This is an optimization exercise on Yosys and OpenROAD, whose aim is small area, a short achievable clock period and few clock cycles, not a production implementation.
In this exercise RTL edits were held to simulation tests only and were not proved equivalent to the original.
Power is estimated from default activity; no workload was simulated.

==> design.v <==
module sept20_ranker (
    input  wire        clk,
    input  wire        rst,           
    input  wire        cmd_valid,
    output wire        cmd_ready,
    input  wire [7:0]  cmd_op,
    input  wire [31:0] cmd_a,
    output reg         rsp_valid,
    output reg  [2:0]  rsp_status,
    output reg  [31:0] rsp_data
);
    localparam NSLOT = 32;
    localparam SW    = 5;
    localparam CW    = 16;
    localparam KW    = 18;
    localparam OP_NOP      = 8'h00;
    localparam OP_RESET    = 8'h01;
    localparam OP_CLEAR    = 8'h30;
    localparam OP_COUNT    = 8'h31;
    localparam OP_SORT     = 8'h32;
    localparam OP_LOOKUP   = 8'h33;
    localparam OP_PALREAD  = 8'h34;
    localparam E_NONE     = 3'd0;
    localparam E_CAPACITY = 3'd3;
    localparam E_USAGE    = 3'd4;
    reg [KW-1:0] key [0:NSLOT-1];
    reg [CW-1:0] cnt [0:NSLOT-1];
    reg [SW-1:0] rnk [0:NSLOT-1];    
    reg [SW:0]   ndist;
    reg [CW-1:0] total;
    reg          rsorted;
    reg [SW:0]   pal_len;
    reg [2:0]    err;
    reg          rst_r;
    wire in_count = cmd_op == OP_COUNT;
    reg          rdy;
    reg          v0;
    reg          is_nop, is_reset, is_clear, is_count, is_sort, is_look, is_pal;
    reg [KW-1:0] skey;       
    reg          a_hi;       
    assign cmd_ready = rdy;
    always @(posedge clk) begin
        is_nop   <= cmd_op == OP_NOP;
        is_reset <= cmd_op == OP_RESET;
        is_clear <= cmd_op == OP_CLEAR;
        is_count <= in_count;
        is_sort  <= cmd_op == OP_SORT;
        is_look  <= cmd_op == OP_LOOKUP;
        is_pal   <= cmd_op == OP_PALREAD;
        skey     <= in_count ? {cmd_a[7:2], cmd_a[15:10], cmd_a[23:18]} : cmd_a[KW-1:0];
        a_hi     <= |cmd_a[31:KW];
    end
    reg [NSLOT-1:0] occ, newoh, pocc, match, pmatch;
    reg [SW-1:0]    look_rnk;
    reg [KW-1:0]    pal_key;
    integer i;
    always @(*) begin
        look_rnk = {SW{1'b0}};
        pal_key  = {KW{1'b0}};
        for (i = 0; i < NSLOT; i = i + 1) begin
            occ[i]    = i < ndist;
            newoh[i]  = i == ndist;
            pocc[i]   = i < pal_len;
            match[i]  = occ[i] && key[i] == skey;
            pmatch[i] = pocc[i] && rnk[i] == skey[SW-1:0];
            look_rnk  = look_rnk | ({SW{match[i]}} & rnk[i]);
            pal_key   = pal_key  | ({KW{pmatch[i]}} & key[i]);
        end
    end
    wire hit      = |match;
    wire full     = ndist[SW];
    wire tot_max  = &total;
    wire pal_oob  = a_hi || (|skey[KW-1:SW+1]) || (skey[SW:0] >= pal_len);
    wire ok_state = err == E_NONE;
    wire cnt_go   = v0 && is_count && ok_state && !tot_max;
    wire count_ok = cnt_go && (hit || !full);
    wire sort_go  = v0 && is_sort && ok_state && ndist != 0;
    reg  [NSLOT-1:0] inc_sel;     
    reg              sort_rd;     
    reg              inc_new;     
    reg              sa_v, sa_last;
    reg  [SW-1:0]    sa_idx;
    reg              sb_v, sb_last;
    reg  [SW-1:0]    sb_idx;
    reg  [CW-1:0]    sb_cs;
    reg              sc_v, sc_last;
    reg  [SW-1:0]    sc_idx;
    reg  [CW-1:0]    rd_cnt;
    integer k;
    always @(*) begin
        rd_cnt = {CW{1'b0}};
        for (k = 0; k < NSLOT; k = k + 1)
            rd_cnt = rd_cnt | ({CW{inc_sel[k]}} & cnt[k]);
    end
    wire [CW-1:0] cnt_next = inc_new ? {{(CW-1){1'b0}}, 1'b1} : rd_cnt + 1'b1;
    reg [NSLOT-1:0] bef;
    reg             g;
    integer j, b;
    always @(*) begin
        for (j = 0; j < NSLOT; j = j + 1) begin
            g = j < sb_idx;
            for (b = 0; b < CW; b = b + 1)
                g = (cnt[j][b] & ~sb_cs[b]) | (cnt[j][b] & g) | (~sb_cs[b] & g);
            bef[j] = occ[j] & g;
        end
    end
    wire [1:0] p1 [0:15];
    wire [2:0] p2 [0:7];
    reg  [2:0] sc_p2 [0:7];
    wire [3:0] p3 [0:3];
    wire [4:0] p4 [0:1];
    genvar q;
    generate
        for (q = 0; q < 16; q = q + 1) begin : pc1
            assign p1[q] = bef[2*q] + bef[2*q+1];
        end
        for (q = 0; q < 8; q = q + 1) begin : pc2
            assign p2[q] = p1[2*q] + p1[2*q+1];
            always @(posedge clk)
                sc_p2[q] <= p2[q];
        end
        for (q = 0; q < 4; q = q + 1) begin : pc3
            assign p3[q] = sc_p2[2*q] + sc_p2[2*q+1];
        end
        for (q = 0; q < 2; q = q + 1) begin : pc4
            assign p4[q] = p3[2*q] + p3[2*q+1];
        end
    endgenerate
    wire [SW-1:0] srank = p4[0] + p4[1];    
    integer w;
    always @(posedge clk) begin
        for (w = 0; w < NSLOT; w = w + 1) begin
            if (newoh[w])
                key[w] <= skey;      
            if (inc_sel[w] && !sort_rd)
                cnt[w] <= cnt_next;
            if (sc_v && sc_idx == w)
                rnk[w] <= srank;
        end
    end
    always @(posedge clk) begin
        rst_r <= rst;
        v0    <= cmd_valid && rdy && !rst;
        if (rst)
            rdy <= 1'b1;
        else if (rdy)
            rdy <= !(cmd_valid && cmd_op == OP_SORT);
        else if ((v0 && !sort_go) || (sb_v && sb_last))
            rdy <= 1'b1;
        if (rst || rst_r)
            rsp_valid <= 1'b0;
        else
            rsp_valid <= v0 && !sort_go || sc_v && sc_last;
    end
    always @(posedge clk) begin
        inc_new <= !hit;
        sb_last <= sa_last;
        sb_idx  <= sa_idx;
        sb_cs   <= rd_cnt;
        sc_last <= sb_last;
        sc_idx  <= sb_idx;
        if (sort_go) begin
            sa_idx  <= 0;
            sa_last <= ndist == 1;
        end else begin
            sa_idx  <= sa_idx + 1'b1;
            sa_last <= {1'b0, sa_idx} + 2'd2 == ndist;
        end
        rsp_status <= E_NONE;
        rsp_data   <= 32'd0;
        if (sc_v && sc_last)
            rsp_data <= {{(32-SW-1){1'b0}}, ndist};
        if (rst_r) begin
            ndist      <= 0;
            total      <= 0;
            rsorted    <= 1'b0;
            pal_len    <= 0;
            err        <= E_NONE;
            inc_sel    <= 0;
            sort_rd    <= 1'b0;
            sa_v       <= 1'b0;
            sb_v       <= 1'b0;
            sc_v       <= 1'b0;
        end else begin
            if (sort_go) begin
                inc_sel <= {{(NSLOT-1){1'b0}}, 1'b1};
                sort_rd <= 1'b1;
            end else if (sort_rd) begin
                inc_sel <= sa_last ? {NSLOT{1'b0}} : {inc_sel[NSLOT-2:0], 1'b0};
                sort_rd <= !sa_last;
            end else begin
                inc_sel <= count_ok ? (hit ? match : newoh) : {NSLOT{1'b0}};
            end
            sb_v <= sa_v;
            sc_v <= sb_v;
            if (sort_go)
                sa_v <= 1'b1;
            else if (sa_v)
                sa_v <= !sa_last;
            if (sc_v && sc_last) begin
                pal_len   <= ndist;
                rsorted   <= 1'b1;
            end
            if (v0) begin
                if (is_reset) begin
                    ndist   <= 0;
                    total   <= 0;
                    rsorted <= 1'b0;
                    pal_len <= 0;
                    err     <= E_NONE;
                end else if (is_nop) begin
                end else if (!ok_state) begin
                    rsp_status <= err;
                end else if (is_clear) begin
                    ndist   <= 0;
                    total   <= 0;
                    rsorted <= 1'b0;
                    pal_len <= 0;
                end else if (is_count) begin
                    if (tot_max) begin
                        rsp_status <= E_USAGE;
                        err        <= E_USAGE;
                    end else if (!hit && full) begin
                        rsp_status <= E_CAPACITY;
                        err        <= E_CAPACITY;
                    end else begin
                        if (!hit)
                            ndist <= ndist + 1'b1;
                        total    <= total + 1'b1;
                        rsorted  <= 1'b0;
                        rsp_data <= {{(32-KW){1'b0}}, skey};
                    end
                end else if (is_sort) begin
                    if (ndist == 0) begin
                        pal_len <= 0;
                        rsorted <= 1'b1;
                    end
                end else if (is_look) begin
                    if (!rsorted || !hit) begin
                        rsp_status <= E_USAGE;
                        err        <= E_USAGE;
                    end else begin
                        rsp_data <= {{(32-SW){1'b0}}, look_rnk};
                    end
                end else if (is_pal) begin
                    if (pal_oob) begin
                        rsp_status <= E_USAGE;
                        err        <= E_USAGE;
                    end else begin
                        rsp_data <= {{(32-KW){1'b0}}, pal_key};
                    end
                end else begin
                    rsp_status <= E_USAGE;
                    err        <= E_USAGE;
                end
            end
        end
    end
endmodule
==> flow/run.sh <==
#!/bin/bash
bash standard.sh \
  "BUFFER_PORTS_ARGS=-buffer_cell sky130_fd_sc_hd__buf_4" \
  MATCH_CELL_FOOTPRINT=0 \
  SETUP_SLACK_MARGIN=16.3 \
  finish > standard.log 2>&1
==> standard.sh <==
#!/bin/bash
# synth_recipe.tcl (not shown) runs the flow's synth.tcl, then flattens the netlist and writes it again
# the make line also repeats each setting of config.mk as NAME=value (left out here)
make -C /OpenROAD-flow-scripts/flow DESIGN_CONFIG=/design/flow/config.mk WORK_HOME=/design/flow/orfs CLKGATE_MAP_FILE= SYNTH_SCRIPT=/design/flow/synth_recipe.tcl "${@:-finish}"
==> config.mk <==
export PLATFORM = sky130hd
export DESIGN_NAME = sept20_ranker
export DESIGN_NICKNAME = sept20_ranker
export VERILOG_FILES = /design/flow/design.v
export SDC_FILE = /design/flow/constraint.sdc
export NUM_CORES = 4
export LEC_CHECK = 0
export CAP_MARGIN = 20
export CORE_MARGIN = 2
export CORE_UTILIZATION = 40
export SLEW_MARGIN = 20
==> constraint.sdc <==
create_clock -name core_clock -period 22.0 [get_ports {clk}]
set_input_delay 4.4000 -clock core_clock [delete_from_list [all_inputs] [get_ports {clk}]]
set_output_delay 4.4000 -clock core_clock [all_outputs]
set_load 0.01 [all_outputs]
==> notes.md, run 1 <==
Yosys cell types 85; synthesis-to-finish area growth 14.2%; overall die width 420 um; vias per cell 6.70; asr flop ratio synth 0%; Final Cycle Share 26.4%; drt total wl 314 mm; hold path start sb_last$_DFF_P_; worst-path maximum fanout 1; RSZ-0062 raised after global routing yes; Antenna Violating Nets Remaining 0; Cell Pwr Density 75.3 nW/um^2; share of layout cells above drive strength 1 12.7%; status no timing/DRC/antenna violations; Syn Area/Cell 12.3 sq um; r2r setup slk 16.42 ns; WL met1 116 mm; root buf cell clkbuf_16; Setup TNS Final 0 ns; Detail Placement HPWL 220 mm; largest net degree at the start of global routing 76; Worst Setup SP rsp_data[1]$_DFF_P_; antenna violations before repair 12; Final Hold Vio Count 0; Max Fclk 172 MHz; relative slew slack 19.2%; Multi-input gate area 27000 sq um; Post-synth EDFFs 1248; core area 172000 sq um; DRC viols 0; Worst EP arrival 1.40 ns; TritonCTS Buffers 157; HP Class flop to flop; worst path required time 17.60 ns; Starting DRT DRC Count 10117; top-area cell type share of the netlist area 54.1%; fin crit period 5.80 ns; Mapped Cells 5649; post-synthesis sequential area ratio 59.1%; clock latency at the later pin of the worst-skew pair 0.84 ns; Longest Clk Path Bufs 3; CTS tree yes; gp weighted congestion 1.01; cell taking the most area after synthesis edfxtp_1; Fillers 15602; max incr delay on CP 0.46 ns; R2R Path Start sb_cs[5]$_DFF_P_; Slowest-stage cell, CP dfxtp_4; die height 420 um; critical setup path kind flop to output port; Final #Nets 5857; switching share of power 23.5%; # rows 152; Critical Path End Type output port; Via Count 54985; synthesized cell area 69300 sq um; Comb power frac 4.7%; vias in the first global route 51628; internal power 4.56 mW; cell family with most CP delay flip-flops; WL/cell 38.3 um; Min Hold Slack 0.353 ns; clk_skew 0.0446 ns; GRT Overall Usage 34.9%; DR top layer met5; synth warn 5; TritonRoute pass-1 iters 10; H-tree depth 4; routed wire length on met2 133 mm; Register Area 41100 sq um; NetSw 1.40 mW; Clk pwr share 45.5%; clock sink total 1424; ys flop type edfxtp_1; crit start category flop; global-route wire length before repair 427 mm; CP cell instances buf_6; worst path bufs/invs 1; VDD IR max 0.0000839 V; metal3 WL 40.9 mm; die area 177000 sq um; I/O Pins 80; starting density of the core 40.3%; Flop pwr share 49.8%; Reg clk slew, reported paths 0.06 ns; Max Cap Viol 0; Finished Core Util 46.0%; slew at the pin closest to its max-slew limit 1.21 ns; Finish-stage setup viols 0; hold buffer count at cts 0; Final Max Slew Viols 0; leakage 25.6 nW; Synth area leaders edfxtp_1 (54%), xnor2_1 (6.0%), dfxtp_1 (5.1%); Yosys reg bits 1424; # port buffers 65; GR Overflow Total 0
path summary, 6_finish.rpt:
check | endpoint | depth (start not counted)
hold / removal | sc_last$_DFF_P_ | 0
hold reg to reg | sc_last$_DFF_P_ | 0
setup reg to reg | sc_p2[3][1]$_DFF_P_ | 16
setup / recovery | rsp_data[1] | 1
per-stage QoR:
stage	instances	power (mW)	worst slack (ns)	instance area, sq um
4_1_cts	8193	5.95	16.14	79100
2_1_floorplan	5662	3.18	16.31	69400
6_report	8204	5.96	16.20	79200
5_1_grt	8197	6.07	16.19	79100
3_5_place_dp	7902	3.29	15.95	73800
3_3_place_gp	7899	3.29	15.93	73700
cell type report:
class	instances	area share [%]
flip-flops and latches	1424	51.9
multi-input cells	3690	34.0
clock buffers	215	5.60
well taps	2310	3.65
repair buffers	298	2.94
clock inverters	75	0.939
inverters	185	0.888
diodes	7	0.0221
sequential cells by signal, summed over array words and instances (netlist names), 2 cells and up:
signal / flops
sa_idx: 5
sc_idx: 5
sb_cs: 16
rsp_data: 18
rnk: 160
key: 576
skey: 18
rsp_status: 2
ndist: 6
sc_p2: 24
pal_len: 6
sb_idx: 5
cnt: 512
inc_sel: 32
total: 16
err: 2
layout by cell type (no fill, tap or decap), drive strengths merged, types with 58 or more instances in the layout:
cell type / count
a222oi: 58
nand4: 220
clkbuf: 215
a221oi: 128
nor2b: 87
nand2: 279
nor4: 113
o21ai: 161
buf: 298
inv: 188
edfxtp: 1248
nor3: 74
nand3: 108
a21oi: 196
maj3: 168
xor2: 287
a22oi: 363
a22o: 112
dfxtp: 176
nor2: 250
xnor2: 475
power groups by stage:
stage / Clock (mW) / Sequential [mW] / Combinational [mW]
3_3_place_gp: 0 / 3.02 / 0.267
6_report: 2.71 / 2.97 / 0.281
4_1_cts: 2.71 / 2.97 / 0.268
3_5_place_dp: 0 / 3.02 / 0.267
5_1_grt: 2.81 / 2.97 / 0.295
2_1_floorplan: 0 / 3.00 / 0.180
cells in the mapped netlist (10+ instances only):
| cell | number |
|---|---|
| o22ai_1 | 41 |
| nand2_1 | 279 |
| maj3_2 | 19 |
| clkbuf_1 | 222 |
| a211oi_1 | 15 |
| nor2_1 | 250 |
| a22oi_1 | 363 |
| buf_1 | 64 |
| edfxtp_1 | 1248 |
| or4_1 | 27 |
| nand4_1 | 220 |
| fa_1 | 25 |
| o2111ai_1 | 17 |
| o31ai_1 | 24 |
| o221ai_1 | 31 |
| a21o_1 | 25 |
| xnor2_1 | 475 |
| or3_1 | 18 |
| o21bai_1 | 10 |
| a221oi_1 | 127 |
| dfxtp_1 | 176 |
| buf_4 | 15 |
| a2111oi_0 | 24 |
| a2bb2oi_1 | 12 |
| o2bb2ai_1 | 11 |
| nor2b_1 | 87 |
| a31oi_1 | 43 |
| nand3_1 | 108 |
| a21oi_1 | 196 |
| inv_1 | 173 |
| o21ai_0 | 152 |
| o211ai_1 | 23 |
| ha_1 | 33 |
| a21boi_0 | 10 |
| buf_2 | 61 |
| o21a_1 | 13 |
| nor4_1 | 113 |
| a222oi_1 | 58 |
| xor2_1 | 287 |
| maj3_1 | 149 |
| nand2b_1 | 56 |
| a22o_1 | 112 |
| nor3_1 | 74 |
cells by family (layout without fill, tap and decap cells):
| family | after synthesis | after routing | share of synthesized area [%] |
|---|---|---|---|
| DFF | 1424 | 1424 | 59.1 |
| AOI/OAI and AO/OA | 1402 | 1402 | 14.8 |
| and+or+nand+nor | 1285 | 1285 | 9.47 |
| xor gates and xnor gates | 762 | 762 | 9.63 |
| buffers and inverters | 548 | 773 | 3.17 |
| adders and majority gates | 226 | 226 | 3.78 |
| other | 1 | 21 | 0.00541 |
| muxes | 1 | 1 | 0.0144 |
per-layer routing:
| layer | vias to the layer above | global-route usage (%) |
|---|---|---|
| li1 | 22044 | - |
| met1 | 27392 | 45.7 |
| met2 | 4599 | 51.0 |
| met3 | 940 | 9.79 |
| met4 | 10 | 21.4 |
| met5 | - | 0 |
what timing repair did:
item / in CTS / in global routing
resized for setup: 27 / 8
endpoints found under the setup margin: 12 / 13
setup buffers: 1 / 2
Testbench counts, summed over its fixed seeds: cycles 24,204.
==> run 2: changes to the inputs <==
==> run.sh (new file) <==
#!/bin/bash
# synth_recipe.tcl (not shown) runs the flow's synth.tcl, then flattens the netlist and writes it again
# the make line also repeats each setting of config.mk as NAME=value (left out here)
make -C /OpenROAD-flow-scripts/flow DESIGN_CONFIG=/design/flow/config.mk WORK_HOME=/design/flow/orfs CLKGATE_MAP_FILE= SYNTH_SCRIPT=/design/flow/synth_recipe.tcl finish
removed: flow/run.sh
removed: standard.sh
==> notes.md, run 2 <==
status no timing/DRC/antenna violations; Finish-stage setup viols 0 (unchanged); Reg with most FFs key; crit start category flop; Antenna Violating Nets Remaining 0 (unchanged); synthesis-to-finish area growth 14.1% (about the same); root buf cell clkbuf_16; Slowest-stage cell, CP clkdlybuf4s50_1; clk_skew 0.0559 ns (+0.0113 ns); Cell Pwr Density 75.2 nW/um^2 (-0.15%); Max Fclk 160 MHz (-6.9%); Starting DRT DRC Count 9852 (-2.6%); Final Cycle Share 28.3% (+2.0 points); die area 177000 sq um (unchanged); worst path bufs/invs 1 (unchanged); Register Area 41100 sq um (about the same); Setup TNS Final 0 ns (unchanged); commonest non-fill, non-tap cell in the layout edfxtp_1; Commonest cells post-synth edfxtp_1 (1248), xnor2_1 (475), a22oi_1 (363); most frequent cells in the layout edfxtp_1 (1248), xnor2_1 (474), a22oi_1 (363), xor2_1 (287), nand2_1 (279); vias per cell 6.71 (+0.10%); overall die width 420 um (unchanged); CTS tree yes; Finished Core Util 46.0% (about the same); TritonCTS Buffers 159 (+1.3%); synth warn 5 (unchanged); leakage 25.4 nW (-0.49%); top-area cell type share of the netlist area 54.1% (unchanged); HP Class flop to flop; RSZ-0062 raised after global routing no; setup bufs post-CTS 0 (-1); Synth area leaders edfxtp_1 (54%), xnor2_1 (6.0%), dfxtp_1 (5.1%); Final Hold Vio Count 0 (unchanged); H-tree depth 4 (unchanged); Worst EP arrival 1.83 ns (+0.43 ns); Multi-input gate area 26900 sq um (about the same); Critical Path End Type output port; worst-path maximum fanout 1 (unchanged); fin crit period 6.23 ns (+0.431 ns); Final Max Slew Viols 0 (unchanged); NetSw 1.40 mW (+0.41%); internal power 4.55 mW (-0.38%); Fillers 15563 (-0.25%); vias in the first global route 51805 (+0.34%); TritonRoute pass-1 iters 9 (-1); slew at the pin closest to its max-slew limit 1.19 ns (-0.0160 ns); max incr delay on CP 0.57 ns (+0.11 ns); Max Cap Viol 0 (unchanged); Yosys cell types 85 (unchanged); antenna violations before repair 18 (+6); asr flop ratio synth 0% (unchanged); die height 420 um (unchanged); relative slew slack 20.3% (+1.0 points); DRC viols 0 (unchanged); synthesized cell area 69300 sq um (unchanged); non-filler cells, final 8200 (-0.049%); critical setup path kind flop to output port; hold buffer count at cts 0 (unchanged); core area 172000 sq um (unchanged); Resize count post-CTS 0 (-100%); worst path required time 17.60 ns (about the same); Comb power frac 4.3% (-0.4 points); Via Count 55015 (+0.055%); largest net degree at the start of global routing 55 (-28%); Longest Clk Path Bufs 3 (unchanged); clock sink total 1424 (unchanged); Clk pwr share 45.5% (about the same); drt total wl 310 mm (-1.3%); post-synthesis sequential area ratio 59.1% (unchanged); cell taking the most area after synthesis edfxtp_1; Mapped Cells 5649 (unchanged); CP cell instances clkdlybuf4s50_1; Detail Placement HPWL 216 mm (-2.0%); cell family with most CP delay buffers and inverters; max reg flops 576 (unchanged); ys flop type edfxtp_1; switching share of power 23.6% (+0.14 points); DP Cell Count 7891 (-0.14%); VDD IR max 0.0000700 V (-17%); GR Overflow Total 0 (unchanged); global-route wire length before repair 422 mm (-1.2%); I/O Pins 80 (unchanged); Flop pwr share 50.1% (+0.3 points); # rows 152 (unchanged); clock latency at the later pin of the worst-skew pair 0.85 ns (about the same); GRT Overall Usage 34.4% (-0.49 points); share of layout cells above drive strength 1 11.2% (-1.5 points); gp weighted congestion 1.02 (+1.1%); Yosys reg bits 1424 (unchanged); count leader, synth edfxtp_1; Post-synth EDFFs 1248 (unchanged); # port buffers 65 (unchanged); Syn Area/Cell 12.3 sq um (unchanged); top flop regs key: 576 flops, cnt: 512 flops, rnk: 160 flops; Final #Nets 5844 (-0.22%); Reg clk slew, reported paths 0.06 ns (about the same); starting density of the core 40.3% (unchanged); WL/cell 37.8 um (-1.2%)
==> run 2: final cells by class <==
class / count / share of cell area [%]
Clock buffer: 202 / 5.43
Clock inverter: 93 / 1.15
Inverter: 185 / 0.878
Tap cell: 2310 / 3.65
Sequential cell: 1424 / 51.9
Antenna cell: 13 / 0.0411
Timing Repair Buffer: 283 / 2.89
Multi-Input combinational cell: 3690 / 34.1
==> run 2: final timing paths <==
kind,start,end,slack (ns),cells after the start
max reg2reg,sb_idx[4]$_DFF_P_,sc_p2[4][1]$_DFF_P_,15.84,16
min,sb_last$_DFF_P_,sc_last$_DFF_P_,0.38,0
min reg2reg,sb_last$_DFF_P_,sc_last$_DFF_P_,0.38,0
max,rsp_data[2]$_DFF_P_,rsp_data[2],15.77,1
==> run 2: kinds of logic (layout without fill, tap and decap cells) <==
family / after synthesis / after routing / synth area share (%)
simple gates: 1285 / 1285 / 9.47
compound gates: 1402 / 1402 / 14.8
buf+inv: 548 / 763 / 3.17
xor+xnor: 762 / 762 / 9.63
mux: 1 / 1 / 0.0144
flops: 1424 / 1424 / 59.1
fa+ha+maj: 226 / 226 / 3.78
other cells: 1 / 27 / 0.00541
==> run 2: through the flow <==
stage | total power, mW | setup WS, ns | area, sq um | hold slack (ns)
2_1_floorplan | 3.18 | 16.21 | 69400 | 0.329
5_1_grt | 6.07 | 15.76 | 79100 | 0.384
3_3_place_gp | 3.28 | 15.55 | 73800 | 0.361
6_report | 5.95 | 15.77 | 79100 | 0.381
3_5_place_dp | 3.28 | 15.55 | 73900 | 0.370
4_1_cts | 5.94 | 15.74 | 79100 | 0.377
==> run 2: power groups by stage <==
stage	sequential, mW	clock (mW)	combinational [mW]
3_5_place_dp	3.04	0	0.246
3_3_place_gp	3.04	0	0.247
4_1_cts	2.98	2.71	0.248
5_1_grt	2.98	2.82	0.268
2_1_floorplan	3.00	0	0.180
6_report	2.98	2.71	0.257
==> run 2: routing by layer <==
| layer | track usage [%] | routed length (um) | vias to the layer above | share of wire [%] |
|---|---|---|---|---|
| met3 | 9.31 | 40700 | 1003 | 13 |
| met4 | 22.9 | 24900 | 10 | 8.0 |
| li1 | - | - | 22034 | - |
| met5 | 0 | 54 | - | 0.017 |
| met1 | 44.9 | 113000 | 27400 | 37 |
| met2 | 49.9 | 131000 | 4568 | 42 |
==> run 3: changes to the inputs <==
--- a/design.v
+++ b/design.v
@@ -81,8 +81,6 @@
     reg              sa_v, sa_last;
-    reg  [SW-1:0]    sa_idx;
+    reg  [SW:0]      sa_idx;      
     reg              sb_v, sb_last;
-    reg  [SW-1:0]    sb_idx;
     reg  [CW-1:0]    sb_cs;
     reg              sc_v, sc_last;
-    reg  [SW-1:0]    sc_idx;
     reg  [CW-1:0]    rd_cnt;
@@ -100,3 +98,3 @@
         for (j = 0; j < NSLOT; j = j + 1) begin
-            g = j < sb_idx;
+            g = j + 1 < sa_idx;    
             for (b = 0; b < CW; b = b + 1)
@@ -107,4 +105,4 @@
     wire [1:0] p1 [0:15];
+    reg  [1:0] sc_p1 [0:15];
     wire [2:0] p2 [0:7];
-    reg  [2:0] sc_p2 [0:7];
     wire [3:0] p3 [0:3];
@@ -115,10 +113,10 @@
             assign p1[q] = bef[2*q] + bef[2*q+1];
+            always @(posedge clk)
+                sc_p1[q] <= p1[q];
         end
         for (q = 0; q < 8; q = q + 1) begin : pc2
-            assign p2[q] = p1[2*q] + p1[2*q+1];
-            always @(posedge clk)
-                sc_p2[q] <= p2[q];
+            assign p2[q] = sc_p1[2*q] + sc_p1[2*q+1];
         end
         for (q = 0; q < 4; q = q + 1) begin : pc3
-            assign p3[q] = sc_p2[2*q] + sc_p2[2*q+1];
+            assign p3[q] = p2[2*q] + p2[2*q+1];
         end
@@ -136,3 +134,3 @@
                 cnt[w] <= cnt_next;
-            if (sc_v && sc_idx == w)
+            if (sc_v && sa_idx == w + 2)
                 rnk[w] <= srank;
@@ -157,6 +155,4 @@
         sb_last <= sa_last;
-        sb_idx  <= sa_idx;
         sb_cs   <= rd_cnt;
         sc_last <= sb_last;
-        sc_idx  <= sb_idx;
         if (sort_go) begin
@@ -166,3 +162,3 @@
             sa_idx  <= sa_idx + 1'b1;
-            sa_last <= {1'b0, sa_idx} + 2'd2 == ndist;
+            sa_last <= sa_idx + 2'd2 == ndist;
         end
==> flow/run.sh (new file) <==
#!/bin/bash
bash standard.sh \
  "BUFFER_PORTS_ARGS=-buffer_cell sky130_fd_sc_hd__buf_4" \
  MATCH_CELL_FOOTPRINT=0 \
  SETUP_SLACK_MARGIN=16.4 \
  "CTS_ARGS=-sink_clustering_enable -repair_clock_nets -sink_clustering_size 20 -sink_clustering_max_diameter 100 -dont_use_dummy_load" \
  finish > standard.log 2>&1
==> standard.sh (new file) <==
#!/bin/bash
# synth_recipe.tcl (not shown) runs the flow's synth.tcl, then flattens the netlist and writes it again
# the make line also repeats each setting of config.mk as NAME=value (left out here)
make -C /OpenROAD-flow-scripts/flow DESIGN_CONFIG=/design/flow/config.mk WORK_HOME=/design/flow/orfs CLKGATE_MAP_FILE= SYNTH_SCRIPT=/design/flow/synth_recipe.tcl "${@:-finish}"
removed: run.sh
==> notes.md, run 3 <==
DRC viols 0 (unchanged); Finish-stage setup viols 0 (unchanged); CP endpoint rsp_data[2]; worst path bufs/invs 1 (unchanged); Yosys reg bits 1423 (-0.070%); GRT Overall Usage 33.1% (-1.3 points); Reg clk slew, reported paths 0.10 ns (+0.04 ns); cell taking the most area after synthesis edfxtp_1; r2r worst-path depth 15 (-1); worst-path maximum fanout 1 (unchanged); Max Cap Viol 0 (unchanged); Reg with most FFs key; vias per cell 6.76 (+0.78%); GR Overflow Total 0 (unchanged); clock latency at the later pin of the worst-skew pair 0.76 ns (-0.09 ns); Final #Nets 5826 (-0.31%); worst reg2reg path endpoint sc_p1[13][0]$_DFF_P_; TritonCTS Buffers 81 (-49%); TritonRoute pass-1 iters 8 (-1); r2r setup slk 16.57 ns (+0.73 ns); gp weighted congestion 1.05 (+3.4%); Final Max Slew Viols 0 (unchanged); CTS tree yes; final setup margin 16.36 ns (+0.595 ns); VDD IR max 0.0000475 V (-32%); # rows 153 (+0.66%); Commonest cells post-synth edfxtp_1 (1248), xnor2_1 (497), a22oi_1 (384); Cell Pwr Density 62.9 nW/um^2 (-16%); Worst Setup SP rsp_data[2]$_DFF_P_; Yosys cell types 84 (-1.2%); clk_skew 0.0946 ns (+0.0388 ns); Final Cycle Share 25.6% (-2.7 points); leakage 24.3 nW (-4.6%); antenna violations before repair 20 (+2); RSZ-0062 raised after global routing yes; WL/cell 37.9 um (+0.25%); Max Fclk 177 MHz (+11%); asr flop ratio synth 0% (unchanged); # port buffers 65 (unchanged); synth warn 5 (unchanged); post-synthesis sequential area ratio 58.3% (-0.81 points); Syn Area/Cell 12.3 sq um (+0.44%); non-filler cells, final 8044 (-1.9%); Critical Path End Type output port; global-route wire length before repair 417 mm (-1.3%); critical setup path kind flop to output port; most frequent cells in the layout edfxtp_1 (1248), xnor2_1 (495), a22oi_1 (384), nand2_1 (280), xor2_1 (275); Post-synth EDFFs 1248 (unchanged); fin crit period 5.64 ns (-0.595 ns); Via Count 54390 (-1.1%); Overall Power 4.82 mW (-19%); CP cell instances buf_6; top-area cell type share of the netlist area 53.3% (-0.72 points); hold buffer count at cts 0 (unchanged); max incr delay on CP 0.38 ns (-0.19 ns); vias in the first global route 50790 (-2.0%); worst path required time 17.60 ns (about the same); Setup TNS Final 0 ns (unchanged); drt total wl 305 mm (-1.7%); cell family with most CP delay flip-flops; Starting DRT DRC Count 9714 (-1.4%); slew at the pin closest to its max-slew limit 1.26 ns (+0.0652 ns); dpl ws 16.06 ns (+0.510 ns); starting density of the core 40.3% (about the same); Final Hold Vio Count 0 (unchanged); Antenna Violating Nets Remaining 0 (unchanged); Synth area leaders edfxtp_1 (53%), xnor2_1 (6.2%), dfxtp_1 (5.0%); top flop regs key: 576 flops, cnt: 512 flops, rnk: 160 flops; relative slew slack 16.1% (-4.2 points); share of layout cells above drive strength 1 10.4% (-0.83 points); ys flop type edfxtp_1; synthesis-to-finish area growth 8.95%; Worst EP arrival 1.24 ns (-0.59 ns); crit start category flop; root buf cell clkbuf_16; die height 423 um (+0.66%); Slowest-stage cell, CP dfxtp_4; H-tree depth 3 (-1); CP Depth 1 (unchanged); Mapped Cells 5700 (+0.90%); commonest non-fill, non-tap cell in the layout edfxtp_1; Detail Placement HPWL 213 mm (-1.3%); overall die width 423 um (+0.66%); DP Cell Count 7955 (+0.81%); status no timing/DRC/antenna violations; largest net degree at the start of global routing 60 (+9.1%); I/O Pins 80 (unchanged); HP Class flop to flop; die area 179000 sq um (+1.3%); Longest Clk Path Bufs 3 (unchanged); hold path start sb_last$_DFF_P_; synthesized cell area 70300 sq um (+1.3%); max reg flops 576 (unchanged); clock sink total 1423 (-0.070%); count leader, synth edfxtp_1; core area 174000 sq um (+1.3%); R2R Path Start sa_idx[1]$_SDFF_PP0_
## run 3: cell families after synthesis
group / synth area share (%)
DFF: 58.3
xor gates and xnor gates: 9.62
and+or+nand+nor: 10.4
other: 0.00534
muxes: 0.0285
AOI/OAI and AO/OA: 13.9
buffers and inverters: 3.26
adders and majority gates: 4.46
## run 3: power by group
group	internal [mW]	switching [mW]	total (mW)	leakage (nW)
Clock	0.656	0.913	1.57	0.998
Sequential	2.91	0.0301	2.94	13.0
Combinational	0.103	0.197	0.301	10.3
Total	3.67	1.14	4.82	24.3
## run 3: metrics by stage
step	cell area, sq um	utilization, %	hold WS, ns
2_1_floorplan	70300	-	0.332
3_3_place_gp	74300	42.6	0.372
3_5_place_dp	74300	42.7	0.374
4_1_cts	76500	43.9	0.387
5_1_grt	76500	43.9	0.397
6_report	76600	43.9	0.390
## run 3: timing repair
action                                  CTS  global route
gates cloned                              0             0
endpoints found under the setup margin   29            29
pin swaps                                 0             1
gates resized for setup                  50             9
setup buffers                             1             0
## run 3: worst min path at each step
stage	to	slack, ns	depth (start not counted)
2_1_floorplan	sc_last$_DFF_P_	0.33	0
3_5_place_dp	sc_last$_DFF_P_	0.37	0
5_1_grt	sc_last$_DFF_P_	0.40	0
4_1_cts	sc_last$_DFF_P_	0.39	0
6_report	sc_last$_DFF_P_	0.39	0
3_3_place_gp	sc_last$_DFF_P_	0.37	0
## run 3: metal layers
layer | part of all wire [%] | track usage, % | vias to the layer above
li1 | - | - | 21823
met1 | 37 | 44.2 | 27101
met2 | 42 | 47.8 | 4562
met3 | 14 | 9.23 | 878
met4 | 7.1 | 19.5 | 26
met5 | 0.063 | 0 | -
## run 3: cell type report
type	count	area, sq um
flip-flops and latches	1423	41100
clock buffers	81	2030
diodes	7	17.5
inverters	164	616
repair buffers	286	2250
well taps	2325	2910
multi-input cells	3758	27700
fillers	15931	97700
Testbench counts of run 3, summed over its fixed seeds: cycles 24,204.

==> static timing again, ports no longer ideal <==
How much do the figures lean on ideal ports? The routed layouts below were timed once more, with nothing changed but the port constraints. Step 1, drivers: a clkbuf_16 drives clk and a buf_2 each remaining input, both assumed. Step 2 moves the port delays by t, midway between the first and last clock arrival at a register: inputs arrive t later, outputs are due t later. That takes back most of the time a late clock gives input paths. Three values: no drivers, after step 1, after step 2; two values: the first two.
run	t (ns)	setup WS [ns]	latest minus earliest clock arrival (ns)	slew at the worst register clock pin (ns)	pins driven straight from the clock port
run 1	0.909	16.197 / 16.107 / 15.945	0.047 / 0.047	0.07 / 0.07	1
run 2	0.910	15.766 / 15.676 / 15.607	0.058 / 0.059	0.07 / 0.07	1
run 3	0.803	16.360 / 16.273 / 16.052	0.104 / 0.104	0.10 / 0.10	1
After both steps setup and hold are still met in every run listed. For run 3, which loses most, drivers alone change the setup slack by -0.087 ns; drivers and shift together by -0.308 ns.
